What follows belongs to an exercise in optimizing a design on an open flow for small area, a short achievable clock period and few clock cycles per item; a production flow would make more cautious choices. Only simulation tests tie the RTL to the original design; equivalence was not proved. Power and IR drop assume default switching activity.

## flow/design.v (module list and top-level ports; edited modules follow where they fit)
// module ffc_core: 1250 lines
module ffc_core (
    input  wire        clk,
    input  wire        rst_n,
    output wire        init_done,
    input  wire        cmd_valid,
    output wire        cmd_ready,
    input  wire [7:0]  cmd_op,
    input  wire [95:0] cmd_a,
    output wire        rsp_valid,
    input  wire        rsp_ready,
    output wire [95:0] rsp_data,
    output wire [7:0]  rsp_status
);
  // ...
==> flow/run.sh <==
#!/bin/bash
# synth_recipe.tcl (not shown) runs the flow's synth.tcl, then flattens the netlist and writes it again
# the make line also repeats each setting of config.mk as NAME=value (left out here)
make -C /OpenROAD-flow-scripts/flow DESIGN_CONFIG=/design/flow/config.mk WORK_HOME=/design/flow/orfs CLKGATE_MAP_FILE= SYNTH_SCRIPT=/design/flow/synth_recipe.tcl finish
==> flow/config.mk <==
export PLATFORM = sky130hd
export DESIGN_NAME = ffc_core
export DESIGN_NICKNAME = ffc_core
export VERILOG_FILES = /design/flow/design.v
export SDC_FILE = /design/flow/constraint.sdc
export NUM_CORES = 4
export LEC_CHECK = 0
export CAP_MARGIN = 40
export CORE_MARGIN = 2
export CORE_UTILIZATION = 40
export SETUP_SLACK_MARGIN = 5
export SLEW_MARGIN = 40
export SYNTH_MEMORY_MAX_BITS = 16384
==> flow/constraint.sdc <==
create_clock -name core_clock -period 13.0 [get_ports {clk}]
set_input_delay 2.6000 -clock core_clock [delete_from_list [all_inputs] [get_ports {clk}]]
set_output_delay 2.6000 -clock core_clock [all_outputs]
set_load 0.01 [all_outputs]
==> impl_metrics.json, run 1 <==
{
  "synth_fa_ha_area_share_pct": 8.791,
  "slew_headroom_pct": 30.84,
  "num-nonclk-buffers": 359,
  "ys_top_cells_by_area": "edfxtp_1 24%, nand2_1 6.0%, o21ai_0 5.4%, nand3_1 4.7%, a21oi_1 4.6%",
  "end_kind": "flop",
  "setup_viol": 0,
  "synth_cell_type_count": 94,
  "htreeDepth": 2,
  "postCtsSetupBuffers": 34,
  "combinationalPowerShare_pct": 34.1,
  "crit_slowest_cell": "or4_1",
  "status": "no timing/DRC/antenna violations",
  "synthTopCellsByCount": "512 x nand2_1, 376 x nor2_1, 346 x o21ai_0",
  "grt_use_total_pct": 44.38,
  "internal-power_mw": 2.232,
  "final-seq-area_um2": 7888,
  "yosysMostFrequentCell": "nand2_1",
  "clk_pin_slew_ns": 0.06,
  "power_frac_seq_pct": 38.0,
  "clock_power_share_pct": 28.0,
  "n_fill_cell": 8261,
  "core_um2": 80160,
  "wl_met3_um": 25290,
  "startpoint_type": "flop",
  "power.group.top": "sequential cells",
  "multi_input_area_share_pct": 62.02,
  "area_dominant_class": "multi-input combinational cells",
  "tightest_slew_ns": 1.024,
  "synth-compound-area-share_pct": 22.85,
  "clk_share_pct": 2.947,
  "seq_cell_power_mw": 1.32,
  "top_layer": "met5",
  "final_cells": 5514,
  "crit_required_ns": 13.26,
  "cpPeakStageDelay_ns": 0.81,
  "crit_cells": 26,
  "buffer_area_share_pct": 8.773,
  "rsz0062_at_grt": "true",
  "antenna_found_initial": 14,
  "dp_slack_ns": 3.582,
  "routed_wl_um": 189500,
  "critPathBufInv": 1,
  "path_max_fanout": 9
}
Testbench counts, summed over its fixed seeds: cycles 19,902, items 4,800.
==> inputs of run 2 (changes only) <==
--- a/flow/design.v
+++ b/flow/design.v
@@ -46,18 +46,24 @@
             3'd2: begin c_wide = |cmd_a[95:48]; c_eooc = |cmd_a[95:32]; end
             3'd3: begin c_wide = |cmd_a[95:64];
                         c_eooc = (|cmd_a[95:45]) || (cmd_a[44:0] > XMAX64); end
             default: begin c_wide = 1'b0; c_eooc = |cmd_a[95:64]; end
         endcase
     end
     wire       c_top  = (c_cls == 3'd4) && (|cmd_a[95:92]);    
     wire       c_adj  = |(cmd_a[95:1] & cmd_a[94:0]);
-    wire       c_zero = ~|cmd_a[91:0];
-    wire       c_long = !c_ill && ((c_enc && !c_eooc) || (c_dec && !c_wide && !c_top && !c_zero));
+    wire       c_hi0  = ~|cmd_a[91:LOWP];            
+    wire       c_zero = c_hi0 && ~|cmd_a[LOWP-1:0];
+    wire [64:0] c_inc = cmd_a[64:0] + 65'd1;          
+    wire       c_esm  = ((~|cmd_a[95:8]) && (cmd_a[7:0] < 8'd232));                       
+    wire       can_direct;
+    wire       c_eok  = c_enc && !c_eooc;
+    wire       c_dok  = c_dec && !c_wide && !c_top && !c_zero;
+    wire       c_long = !c_ill && ((c_eok && !(c_esm && can_direct)) || (c_dok && !(c_hi0 && can_direct)));
     wire [3:0] c_sh   = c_ill ? 4'b1000 :
                         (c_enc || c_dec || c_wide) ? 4'b0010 :
                         (c_adj ? 4'b0100 : 4'b0001);
     wire [LOWW-1:0] dlow = (cmd_a[0] ? 10'd1 : 10'd0) + (cmd_a[1] ? 10'd2 : 10'd0) + (cmd_a[2] ? 10'd3 : 10'd0) + (cmd_a[3] ? 10'd5 : 10'd0) + (cmd_a[4] ? 10'd8 : 10'd0) + (cmd_a[5] ? 10'd13 : 10'd0) + (cmd_a[6] ? 10'd21 : 10'd0) + (cmd_a[7] ? 10'd34 : 10'd0) + (cmd_a[8] ? 10'd55 : 10'd0) + (cmd_a[9] ? 10'd89 : 10'd0) + (cmd_a[10] ? 10'd144 : 10'd0) - 10'd1;
     wire [91:LOWP] above;     
     wire [40:0] cb0 = {cw[91], cw[88], cw[87], cw[84], cw[83], cw[80], cw[79], cw[76], cw[75], cw[72], cw[71], cw[68], cw[67], cw[64], cw[63], cw[60], cw[59], cw[56], cw[55], cw[52], cw[51], cw[48], cw[47], cw[44], cw[43], cw[40], cw[39], cw[36], cw[35], cw[32], cw[31], cw[28], cw[27], cw[24], cw[23], cw[20], cw[19], cw[16], cw[15], cw[12], cw[11]};
     wire pa0__l0_1 = cb0[1] | cb0[2];
     wire pa0__l0_3 = cb0[3] | cb0[4];
@@ -770,18 +776,19 @@
     assign thu[88] = hor62 | (racc[61:56] >= 6'd40);
     assign thu[89] = hor63 | (racc[62:57] >= 6'd33);
     assign thu[90] = hor63 | (racc[62:57] >= 6'd53);
     assign thu[91] = hor64 | (racc[63:58] >= 6'd43);
     wire           amb  = |(eest & ~thu);         
     wire [91:LOWP] esel = (tst && !tst_ge) ? (thr[92:LOWP+1] & ~thr[93:LOWP+2]) : eest;
     wire           rsmall = ((~|racc[64:8]) && (racc[7:0] < 8'd233));               
     reg  [LOWP-1:0] ztab;                         
+    wire [7:0] zin = is_enc ? racc[7:0] : c_inc[7:0];    
     always @(*) begin
-        case (racc[7:0])
+        case (zin)
             8'd0: ztab = 11'd0;
             8'd1: ztab = 11'd1;
             8'd2: ztab = 11'd2;
             8'd3: ztab = 11'd4;
             8'd4: ztab = 11'd5;
             8'd5: ztab = 11'd8;
             8'd6: ztab = 11'd9;
             8'd7: ztab = 11'd10;
@@ -1155,18 +1162,21 @@
     wire eng_fin_ok = (is_dec && dlast) || (is_enc && rsmall);
     assign cmd_ready = running && (sq_n != 2'd2 || !out_valid) &&
                        ((est == E_IDLE) || (eng_fin_ok && sq_n == 2'd0 && !out_valid));
     wire acc_cmd  = cmd_valid && cmd_ready;
     wire sq_out   = (sq_n != 2'd0) && out_free;             
     wire fin_dec  = is_dec && dlast && sq_n == 2'd0 && out_free;
     wire fin_enc  = is_enc && rsmall && sq_n == 2'd0 && out_free;
     wire step_dec = is_dec && !fin_dec && (!dlast);
-    wire direct   = acc_cmd && !c_long && (est == E_IDLE) && sq_n == 2'd0 && out_free;
+    assign can_direct = (est == E_IDLE) && sq_n == 2'd0 && out_free;
+    wire direct   = acc_cmd && !c_long && can_direct;
     wire sq_in    = acc_cmd && !c_long && !direct;
+    wire d_enc    = !c_ill && c_eok;                  
+    wire d_dec    = !c_ill && c_dok;                  
     wire out_wr   = sq_out || fin_dec || fin_enc || direct;
     wire eng_done = fin_dec || fin_enc;
     assign init_done  = running;
     assign rsp_valid  = out_valid;
     assign rsp_data   = {4'd0, out_data};
     reg ovf;
     always @(*) begin
         case (out_cls)
@@ -1196,17 +1206,17 @@
             else if (eng_done)
                 est <= E_IDLE;
             sq_n <= sq_n + {1'b0, sq_in} - {1'b0, sq_out};
         end
     end
     always @(posedge clk) begin
         if (acc_cmd && c_long) begin
             cw     <= c_enc ? {(92-LOWP){1'b0}} : cmd_a[91:LOWP];
-            acc    <= c_enc ? ~(cmd_a[64:0] + 65'd1) : {{(65-LOWW){dlow[LOWW-1]}}, dlow};
+            acc    <= c_enc ? ~c_inc : {{(65-LOWW){dlow[LOWW-1]}}, dlow};
             tst    <= 1'b0;
             adj_r  <= c_adj;
             cls_r  <= c_cls;
         end else if (step_dec || fin_dec) begin
             cw  <= cw ^ sel;
             acc <= sum;
         end else if (is_enc && !rsmall) begin
             if (tst || !amb) begin
@@ -1227,24 +1237,29 @@
                 sq1 <= c_sh;
         end
         if (out_wr) begin
             if (sq_out) begin
                 out_data <= {91'd0, sq0[0]};
                 out_st   <= sq0[3:1];
                 out_dchk <= 1'b0;
             end else if (direct) begin
-                out_data <= {91'd0, c_sh[0]};
-                out_st   <= c_sh[3:1];
-                out_dchk <= 1'b0;
+                if (d_enc)
+                    out_data <= {{(92-LOWP){1'b0}}, ztab};
+                else if (d_dec)
+                    out_data <= {{(92-LOWW){1'b0}}, dlow};
+                else
+                    out_data <= {91'd0, c_sh[0]};
+                out_st   <= d_enc ? 3'b000 : d_dec ? {1'b0, c_adj, 1'b0} : c_sh[3:1];
+                out_dchk <= d_dec;
             end else if (fin_dec) begin
                 out_data <= {27'd0, sum};
                 out_st   <= {1'b0, adj_r, 1'b0};
                 out_dchk <= 1'b1;
             end else begin
                 out_data <= {cw, ztab};
                 out_st   <= 3'b000;
                 out_dchk <= 1'b0;
             end
-            out_cls <= cls_r;
+            out_cls <= direct ? c_cls : cls_r;
         end
     end
 endmodule
--- a/flow/config.mk
+++ b/flow/config.mk
@@ -6,8 +6,9 @@
 export NUM_CORES = 4
 export LEC_CHECK = 0
 export CAP_MARGIN = 40
 export CORE_MARGIN = 2
 export CORE_UTILIZATION = 40
 export SETUP_SLACK_MARGIN = 5
 export SLEW_MARGIN = 40
 export SYNTH_MEMORY_MAX_BITS = 16384
+export TNS_END_PERCENT = 0
==> impl_metrics.json, run 2 <==
{
  "end_kind": "flop",
  "netlist_instances": 4315,
  "syn_area_per_cell_um2": 7.536,
  "final_antenna_net_count": 0,
  "hold_violations": 0,
  "grt_pass1_wl_um": 275700,
  "io_pins": 215,
  "synth_warnings": 1,
  "clockBufferDepth": 3,
  "antenna_found_initial": 19,
  "max_clock_freq_mhz": 120.3,
  "path_max_fanout": 54,
  "dp_slack_ns": 3.451,
  "drv_cap": 0,
  "grt_max_degree": 137,
  "period_minus_slack_ns": 8.312,
  "core.rowCount": 104,
  "drv_slew": 0,
  "cts_hold_buf": 0,
  "first_pass_iters": 7,
  "htreeDepth": 2,
  "yosys.area.top_type": "edfxtp_1",
  "cts.sinks": 265,
  "hold_path_class": "flop to flop",
  "io_buffers": 205,
  "cts_root_buf": "clkbuf_16",
  "wl_per_cell_um": 36.96,
  "mostFrequentLayoutCells": "480 x nand2_1, 334 x nor2_1, 314 x a21oi_1, 269 x nand3_1, 258 x edfxtp_1",
  "tightest_slew_ns": 0.9714,
  "seq_area_frac_synth_pct": 24.25,
  "fin_skew_ns": 0.05244,
  "fin_nets": 4700,
  "hpwlAfterDp_um": 162200,
  "period_share_pct": 63.94,
  "grt_use_total_pct": 47.07,
  "status": "no timing/DRC/antenna violations",
  "finalInstanceArea_um2": 37700,
  "slew_headroom_pct": 35.24,
  "synthArstFlopShare_pct": 0,
  "grt_overflow": 0,
  "grt_pass1_vias": 34670,
  "startpoint_type": "flop",
  "synth_cell_type_count": 104,
  "cts_tree": "done",
  "drt_iter0_markers": 6779,
  "clkLatencyLatePin_ns": 0.63,
  "p_leak_nw": 14.00,
  "largest_register": "out_data",
  "clk_pin_slew_ns": 0.07,
  "ys_ff_latch": 265,
  "drc": 0,
  "ir_drop_uv": 133.7,
  "vias_per_cell": 7.128,
  "die_w_um": 289.1,
  "largest_reg_flops": 92,
  "cts_buffers": 34,
  "place_congestion": 1.094,
  "crit_required_ns": 13.42,
  "start_util_pct": 40.37,
  "syn2layout_area_growth_pct": 15.92,
  "rsz0062_at_grt": "true",
  "synthFlopType": "edfxtp_1",
  "ys_top_cells_by_area": "edfxtp_1 24%, nand2_1 5.5%, a21oi_1 5.2%, fa_1 4.4%, nand3_1 4.2%",
  "finalWorstSetupSlack_ns": 4.688,
  "final_common_cell": "nand2_1",
  "setup_viol": 0,
  "drive_gt1_share_pct": 10.33,
  "place_area_um2": 35320,
  "routed_wl_um": 203400,
  "synthTopCellsByCount": "480 x nand2_1, 346 x nor2_1, 336 x a21oi_1",
  "power.density_nw_per_um2": 96.96,
  "chipHeight_um": 289.1,
  "vias": 39230,
  "timing.setup.tns_ns": 0,
  "critical_path_class": "flop to flop",
  "top_regs": "out_data: 92 flops, cw: 81 flops, acc: 65 flops",
  "dieArea_um2": 83600,
  "syn_area_um2": 32520,
  "yosysTopAreaCellShare_pct": 23.82,
  "core_um2": 80550,
  "cp_data_arrival_time_ns": 8.73,
  "synth_edf_count": 258,
  "yosysMostFrequentCell": "nand2_1"
}
## run 2: critical path, stage by stage, from the launching register on
cell and delay [ns]:
dfxtp_1 0.59, nor2b_4 0.50, clkbuf_8 0.48, nor2_1 0.13, o21ai_0 0.64, and2_0 0.47
and2_1 0.42, nand2_1 0.12, nor4_1 0.50, nand4_1 0.35, fa_1 0.54, ha_1 0.36
a21oi_1 0.10, o221ai_1 0.18, a21oi_1 0.11, a211o_1 0.40, a211oi_1 0.23, nor3_1 0.08
buf_4 0.24, a211oi_2 0.35, nand4_1 0.21, and4_1 0.24, nor3_2 0.58, a2bb2oi_1 0.26
## run 2: timing repair
| action | in CTS | in global routing |
|---|---|---|
| setup endpoints to repair | 91 | 187 |
| cloned | 2 | 1 |
| setup buffers | 43 | 48 |
| resized for setup | 45 | 62 |
| pin swaps | 0 | 5 |
## run 2: cell families after synthesis
kind of cell | Yosys count | share of synthesized area [%]
XOR/XNOR | 139 | 3.744
adder cells (fa/ha/maj) | 185 | 8.745
AND/OR/NAND/NOR | 1981 | 31.23
buffers and inverters | 468 | 5.991
multiplexers | 81 | 2.589
other | 1 | 0.01153
flip-flops | 265 | 24.25
AO/OA/AOI/OAI | 1195 | 23.43
## run 2: per-stage QoR
step | total power, mW | cells | hold slack (ns) | util [%]
after global routing | 3.750 | 5494 | 0.5638 | 46.77
final | 3.655 | 5504 | 0.5429 | 46.80
after global placement | 2.598 | 5340 | 0.5033 | 43.69
after detailed placement | 2.597 | 5341 | 0.5173 | 43.85
after floorplan | 1.900 | 4323 | 0.4567 | -
after CTS | 3.606 | 5444 | 0.5321 | 45.89
## run 2: power breakdown
part	switching, mW	internal (mW)
clock network	0.468	0.551
logic	0.802	0.512
registers	0.144	1.18
## run 2: per-layer routing
metal / vias up / GRT usage (%) / part of all wire (%) / wire (µm)
met5: - / 1.534 / 0.22 / 455
met4: 16 / 23.94 / 6.5 / 13190
met3: 606 / 19.57 / 15 / 30790
met2: 3247 / 65.22 / 40 / 80730
met1: 18940 / 62.10 / 38 / 78270
li1: 16420 / - / - / -
## run 2: worst paths after layout
| kind | from | end | slack, ns | cells after the start |
|---|---|---|---|---|
| worst max-delay path | tst | acc[64] | 4.69 | 23 |
| worst min-delay path | sq0[1] | out_st[0] | 0.54 | 2 |
| worst max register to register | tst | acc[64] | 4.69 | 23 |
| worst min register to register | sq0[1] | out_st[0] | 0.54 | 2 |
## run 2: area by class of cell
cell class                      instances  area [µm²]
Multi-Input combinational cell       3593       23400
Tap cell                             1060        1326
Fill cell                            8175       42850
Antenna cell                           10       25.02
Clock buffer                           37       862.1
Sequential cell                       265        7890
Timing Repair Buffer                  374        3383
Inverter                              144       543.0
Clock inverter                         21       267.8
Testbench counts of run 2, summed over its fixed seeds: cycles 19,665, items 4,800.
==> inputs of run 3 (changes only) <==
--- a/flow/config.mk
+++ b/flow/config.mk
@@ -13,2 +13 @@
 export SYNTH_MEMORY_MAX_BITS = 16384
-export TNS_END_PERCENT = 0
==> impl_metrics.json, run 3 <==
{
  "status": "no timing/DRC/antenna violations",
  "period_minus_slack_ns": 8.015,
  "largest_reg_flops": 92,
  "synth-compound-area-share_pct": 23.43,
  "ys_ff_latch": 265,
  "netlist_instances": 4315,
  "rr_endpoint": "acc[64]",
  "n_fill_cell": 8127,
  "synth_warnings": 1,
  "grt_pass1_vias": 34800,
  "dp_slack_ns": 3.451,
  "r2r_cells": 27,
  "period_share_pct": 61.65,
  "cpPeakStageDelay_ns": 0.61,
  "yosys.area.top_type": "edfxtp_1",
  "io_pins": 215,
  "synth_cell_type_count": 104,
  "syn_area_per_cell_um2": 7.536,
  "ir_drop_uv": 133.0,
  "vias": 39670,
  "grt_pass1_wl_um": 275900,
  "drc": 0,
  "syn_area_um2": 32520,
  "cts_root_buf": "clkbuf_16",
  "slew_headroom_pct": 34.51,
  "place_congestion": 1.094,
  "clock_power_share_pct": 27.8,
  "end_kind": "flop",
  "synthMuxAreaShare_pct": 2.589,
  "cts_tree": "done",
  "yosys.area_share.xor_xnor_pct": 3.744,
  "synthTopCellsByCount": "480 x nand2_1, 346 x nor2_1, 336 x a21oi_1",
  "io_buffers": 205,
  "fin_skew_ns": 0.05353,
  "tightest_slew_ns": 0.9823,
  "die_w_um": 289.1,
  "first_pass_iters": 11,
  "cts_buffers": 34,
  "clk_pin_slew_ns": 0.06,
  "cp_data_arrival_time_ns": 8.43,
  "critPathLaunch": "acc[57]",
  "synth_fa_ha_area_share_pct": 8.745,
  "timing.setup.tns_ns": 0,
  "power_frac_seq_pct": 36.1,
  "ys_top_cells_by_area": "edfxtp_1 24%, nand2_1 5.5%, a21oi_1 5.2%, fa_1 4.4%, nand3_1 4.2%",
  "yosysMostFrequentCell": "nand2_1",
  "wl_per_cell_um": 36.79,
  "synthFlopType": "edfxtp_1",
  "final-seq-area_um2": 7890,
  "chipHeight_um": 289.1,
  "fin_nets": 4749,
  "critical_path_class": "flop to flop",
  "crit_top_cell": "nand4_1",
  "synthArstFlopShare_pct": 0,
  "core.rowCount": 104,
  "vias_per_cell": 7.145,
  "routed_wl_um": 204300,
  "hold_path_class": "flop to flop",
  "start_util_pct": 40.37,
  "p_leak_nw": 14.27,
  "clkLatencyLatePin_ns": 0.63,
  "synth_edf_count": 258,
  "yosysTopAreaCellShare_pct": 23.82,
  "setup_viol": 0,
  "rrSetupSlack_ns": 4.99,
  "cts.sinks": 265,
  "drive_gt1_share_pct": 11.76,
  "crit_family": "simple AND/OR/NAND/NOR gates",
  "power.switching_mw": 1.422,
  "grt_use_total_pct": 47.08,
  "crit_cells": 27,
  "synthSimpleGateAreaFrac_pct": 31.23,
  "final_antenna_net_count": 0,
  "crit_end": "acc[64]",
  "grt_overflow": 0,
  "crit_required_ns": 13.41,
  "dieArea_um2": 83600,
  "combinationalPowerShare_pct": 36.1,
  "path_max_fanout": 7,
  "seq_area_frac_synth_pct": 24.25,
  "power.density_nw_per_um2": 95.92,
  "hpwlAfterDp_um": 162200,
  "htreeDepth": 2,
  "core_um2": 80550,
  "max_clock_freq_mhz": 124.8,
  "top_regs": "out_data: 92 flops, cw: 81 flops, acc: 65 flops",
  "drt_iter0_markers": 7116,
  "synth_top_family_by_area": "simple AND/OR/NAND/NOR gates",
  "hold_violations": 0,
  "drv_slew": 0,
  "rsz0062_at_grt": "true",
  "largest_register": "out_data",
  "swShare_pct": 38.78,
  "multi_input_area_um2": 23530,
  "crit_slowest_cell": "nor4_2",
  "syn2layout_area_growth_pct": 17.53,
  "r2r-start": "acc[57]",
  "antenna_found_initial": 20,
  "startpoint_type": "flop",
  "drv_cap": 0,
  "grt_max_degree": 137,
  "critPathBufInv": 4,
  "mostFrequentLayoutCells": "480 x nand2_1, 331 x nor2_1, 315 x a21oi_1, 269 x nand3_1, 258 x edfxtp_1",
  "finalWorstSetupSlack_ns": 4.985,
  "internal-power_mw": 2.244,
  "final_common_cell": "nand2_1",
  "clockBufferDepth": 3
}
## run 3: cell counts after synthesis
No cell type changed its count.
## run 3: layout make-up
cell class / instances / share of cell area [%]
multi-input combinational: 3593 / 61.57
tap: 1060 / 3.470
clock inverter: 21 / 0.7006
sequential: 265 / 20.64
clock buffer: 37 / 2.256
timing repair buffer: 423 / 9.874
inverter: 144 / 1.431
antenna: 9 / 0.05893
## run 3: worst min path at each step
stage / from / endpoint / slack, ns / depth (start not counted)
floorplan: tst / tst / 0.46 / 2
global placement: sq0[1] / out_st[0] / 0.50 / 2
detailed placement: sq0[1] / out_st[0] / 0.52 / 2
CTS: sq0[1] / out_st[0] / 0.53 / 2
global route: sq1[0] / sq0[0] / 0.56 / 1
finish: sq1[3] / sq0[3] / 0.55 / 1
## run 3: timing repair
| action | in CTS | in global routing |
|---|---|---|
| cloned | 2 | 1 |
| setup endpoints to repair | 91 | 192 |
| resized for setup | 53 | 86 |
| hold buffers | 0 | 0 |
| setup buffers | 43 | 97 |
| pin swaps | 0 | 9 |
## run 3: per-layer routing
metal | GRT usage [%] | part of all wire (%) | routed length [µm] | up-vias
met4 | 24.03 | 6.6 | 13480 | 16
met3 | 19.01 | 15 | 31080 | 609
met2 | 65.36 | 40 | 80840 | 3360
li1 | - | - | - | 16510
met5 | 0 | 0.16 | 330 | -
met1 | 62.48 | 38 | 78560 | 19180
## run 3: per-stage QoR
step           hold slack (ns)  utilization [%]  instances  instance area, µm²  power (mW)
2_1_floorplan           0.4567                -       4323               32550       1.900
3_3_place_gp            0.5033            43.69       5340               35190       2.598
3_5_place_dp            0.5173            43.85       5341               35320       2.597
4_1_cts                 0.5321            45.92       5444               36990       3.607
5_1_grt                 0.5638            47.42       5543               38200       3.757
6_report                0.5508            47.45       5552               38220       3.666
## run 3: logic make-up after synthesis
logic type / after synthesis
muxes: 81
DFF: 265
adders and majority gates: 185
and+or+nand+nor: 1981
other: 1
xor gates and xnor gates: 139
AOI/OAI and AO/OA: 1195
buffers and inverters: 468
## run 3: power by group through the flow
stage                     Sequential [mW]  Clock (mW)  Combinational (mW)
final                                1.32        1.02                1.32
after global routing                 1.33        1.04                1.38
after CTS                            1.32        1.01                1.28
after detailed placement             1.33           0                1.27
after global placement               1.33           0                1.26
after floorplan                      1.34           0               0.557
==> inputs of run 4 (changes only) <==
--- a/flow/config.mk
+++ b/flow/config.mk
@@ -10,2 +10,3 @@
 export CORE_UTILIZATION = 40
+export PLACE_DENSITY = 0.72
 export SETUP_SLACK_MARGIN = 5
==> impl_metrics.json, run 4 <==
{
  "synth_cell_type_count": 104,
  "largest_register": "out_data",
  "n_fill_cell": 8079,
  "yosysTopAreaCellShare_pct": 23.82,
  "top_regs": "out_data: 92 flops, cw: 81 flops, acc: 65 flops",
  "synth_edf_count": 258,
  "clk_pin_slew_ns": 0.07,
  "ir_drop_uv": 162.3,
  "ys_top_cells_by_area": "edfxtp_1 24%, nand2_1 5.5%, a21oi_1 5.2%, fa_1 4.4%, nand3_1 4.2%",
  "cts_hold_buf": 0,
  "grt_overflow": 0,
  "yosysMostFrequentCell": "nand2_1",
  "tightest_slew_ns": 1.099,
  "yosys.area.top_type": "edfxtp_1",
  "dr_wl_met2_um": 81130,
  "synthArstFlopShare_pct": 0,
  "p_leak_nw": 14.16,
  "crit_top_cell": "a21oi_1",
  "grt_pass1_wl_um": 277500,
  "synthFlopType": "edfxtp_1",
  "wl_per_cell_um": 36.60,
  "hpwlAfterDp_um": 161900,
  "holdPathEnd": "out_st[0]",
  "end_kind": "flop",
  "rr_endpoint": "acc[46]",
  "vias": 39720,
  "core_um2": 80550,
  "finalInstanceArea_um2": 38010,
  "hold_path_depth": 2,
  "synthTopCellsByCount": "480 x nand2_1, 346 x nor2_1, 336 x a21oi_1",
  "die_w_um": 289.1,
  "final_cells": 5530,
  "syn_area_per_cell_um2": 7.536,
  "drv_slew": 0,
  "timing.setup.tns_ns": 0,
  "final_antenna_net_count": 0,
  "design_power_total_mw": 3.632,
  "crit_family": "simple AND/OR/NAND/NOR gates",
  "syn2layout_area_growth_pct": 16.89,
  "drive_gt1_share_pct": 11.44,
  "grt_pass1_vias": 35570,
  "synth_warnings": 1,
  "drv_cap": 0,
  "cpPeakStageDelay_ns": 0.58,
  "wl_met3_um": 29300,
  "drt_iter0_markers": 7275,
  "fin_skew_ns": 0.03502,
  "clockBufferDepth": 3,
  "largest_reg_flops": 92,
  "vias_per_cell": 7.183,
  "wirelength_met1_um": 78330,
  "cts_tree": "done",
  "routed_wl_um": 202400,
  "crit_slowest_cell": "nor4_1",
  "crit_required_ns": 13.25,
  "rrSetupSlack_ns": 4.95,
  "critical_path_class": "flop to flop",
  "max_clock_freq_mhz": 124.2,
  "power.density_nw_per_um2": 95.54,
  "first_pass_iters": 12,
  "top_layer": "met5",
  "syn_area_um2": 32520,
  "status": "no timing/DRC/antenna violations",
  "antenna_found_initial": 15,
  "hold_violations": 0,
  "ys_ff_latch": 265,
  "r2r_cells": 22,
  "period_share_pct": 61.93,
  "netlist_instances": 4315,
  "critPathBufInv": 2,
  "r2r-start": "tst",
  "clkLatencyLatePin_ns": 0.59,
  "io_buffers": 205,
  "rsz0062_at_grt": "true",
  "grt_use_total_pct": 47.04,
  "hold_path_class": "flop to flop",
  "seq_area_frac_synth_pct": 24.25,
  "chipHeight_um": 289.1,
  "place_congestion": 1.154,
  "crit_chain": "nor2b_4, buf_8, nor2_1, o21ai_1, and2_0, and2_1, nand2_1, nor4_1, nand4_1, fa_1, ha_1, a21oi_1, o221ai_1, a21oi_1, a211o_1, a211oi_2, nor3_2, buf_4, a21oi_1, a31oi_1, xor2_1, a22oi_1",
  "start_util_pct": 40.37,
  "path_max_fanout": 57,
  "cp_data_arrival_time_ns": 8.30,
  "cts.sinks": 265,
  "drc": 0,
  "cts_buffers": 36,
  "io_pins": 215,
  "slew_headroom_pct": 26.31,
  "mostFrequentLayoutCells": "478 x nand2_1, 334 x nor2_1, 312 x a21oi_1, 265 x nand3_1, 258 x edfxtp_1",
  "period_minus_slack_ns": 8.051,
  "htreeDepth": 2,
  "cts_root_buf": "clkbuf_16",
  "placed_cells": 5347,
  "setup_viol": 0,
  "grt_max_degree": 115,
  "place_area_um2": 35370,
  "fin_nets": 4727,
  "final_common_cell": "nand2_1",
  "hp-start": "sq0[1]",
  "core.rowCount": 104,
  "startpoint_type": "flop",
  "dieArea_um2": 83600
}
[run 4: changes by cell type in the layout (fill, tap and decap cells not counted), sizes merged, moves of 2 or more]
cell,change
clkinv,+4
clkinvlp,-2
bufinv,-2
diode,-4
buf,-21
inv,+6
[run 4: what timing repair did]
| action | CTS | global route |
|---|---|---|
| endpoints found under the hold margin | 0 | 0 |
| gates resized for setup | 68 | 86 |
| setup buffers | 73 | 40 |
| gates cloned | 1 | 0 |
| pin swaps | 4 | 8 |
| setup endpoints to repair | 94 | 164 |
[run 4: per-layer routing]
layer,global-route usage [%],vias to the layer above
li1,-,16480
met1,62.58,19190
met2,66.84,3364
met3,17.46,678
met4,22.86,14
met5,0,-
[run 4: stage by stage]
stage	util, %	worst slack [ns]	hold slack, ns
2_1_floorplan	-	5.996	0.4567
3_3_place_gp	43.74	2.414	0.5282
3_5_place_dp	43.92	3.135	0.5338
4_1_cts	46.35	5.001	0.5508
5_1_grt	47.18	4.973	0.5574
6_report	47.19	4.949	0.5495
[run 4: tightest hold or removal path, cell delays in order (launching register included)]
cell	delay [ns]
edfxtp_1	0.32
nand2_1	0.05
o21ai_0	0.07
[run 4: power breakdown]
part | internal, mW | switching (mW)
Clock | 0.539 | 0.464
Combinational | 0.511 | 0.813
Sequential | 1.18 | 0.126
Total | 2.23 | 1.40
[run 4: area by class of cell]
type	count	area, µm²	area share [%]
Multi-Input combinational cell	3591	23530	61.91
Sequential cell	265	7889	20.75
Timing Repair Buffer	401	3576	9.407
Tap cell	1060	1326	3.489
Clock buffer	37	904.6	2.380
Inverter	144	543.0	1.429
Clock inverter	27	229.0	0.6024
Antenna cell	5	12.51	0.03292
[run 4: worst max-delay path by stage]
stage | depth (start not counted) | from | to
2_1_floorplan | 10 | cmd_a[93] | acc[0]
6_report | 22 | tst | acc[46]
4_1_cts | 25 | acc[62] | acc[63]
3_5_place_dp | 25 | acc[43] | acc[61]
3_3_place_gp | 24 | acc[54] | acc[61]
5_1_grt | 23 | acc[11] | out_data[44]
[run 4: logic make-up after synthesis]
kind of cell	after synthesis	share of synthesized area [%]
flip-flops	265	24.25
buffers and inverters	468	5.991
AO/OA/AOI/OAI	1195	23.43
adder cells (fa/ha/maj)	185	8.745
AND/OR/NAND/NOR	1981	31.23
multiplexers	81	2.589
XOR/XNOR	139	3.744
other	1	0.01153

==> re-timing with driven ports <==
No port has a modelled driver above. Below, the same layouts with a new extraction and two added sets of constraints.
Step 1 assumes that a clkbuf_16 drives the clock port and a buf_2 every other input.
Step 2 adds t to the input delays and takes it off the output delays; t is the mean of the earliest and latest rising clock arrival at the registers after step 1. Input paths then give back, and output paths get back, about the clock's delay inside the block.
Slacks: no drivers / after step 1 / after step 2; pairs: no drivers / after step 1.
run | t, ns | slack for setup (ns) | worst setup path at the end
run 1 | 0.619 | 5.082 / 5.082 / 4.736 | input to register
run 2 | 0.668 | 4.688 / 4.688 / 4.272 | input to register
run 3 | 0.667 | 4.985 / 4.985 / 4.512 | input to register
run 4 | 0.649 | 4.949 / 4.949 / 4.517 | input to register
After both steps every run listed still meets setup and hold. The setup slack of run 3, which loses most, moves by 0.000 ns with the drivers and by -0.473 ns with both steps.
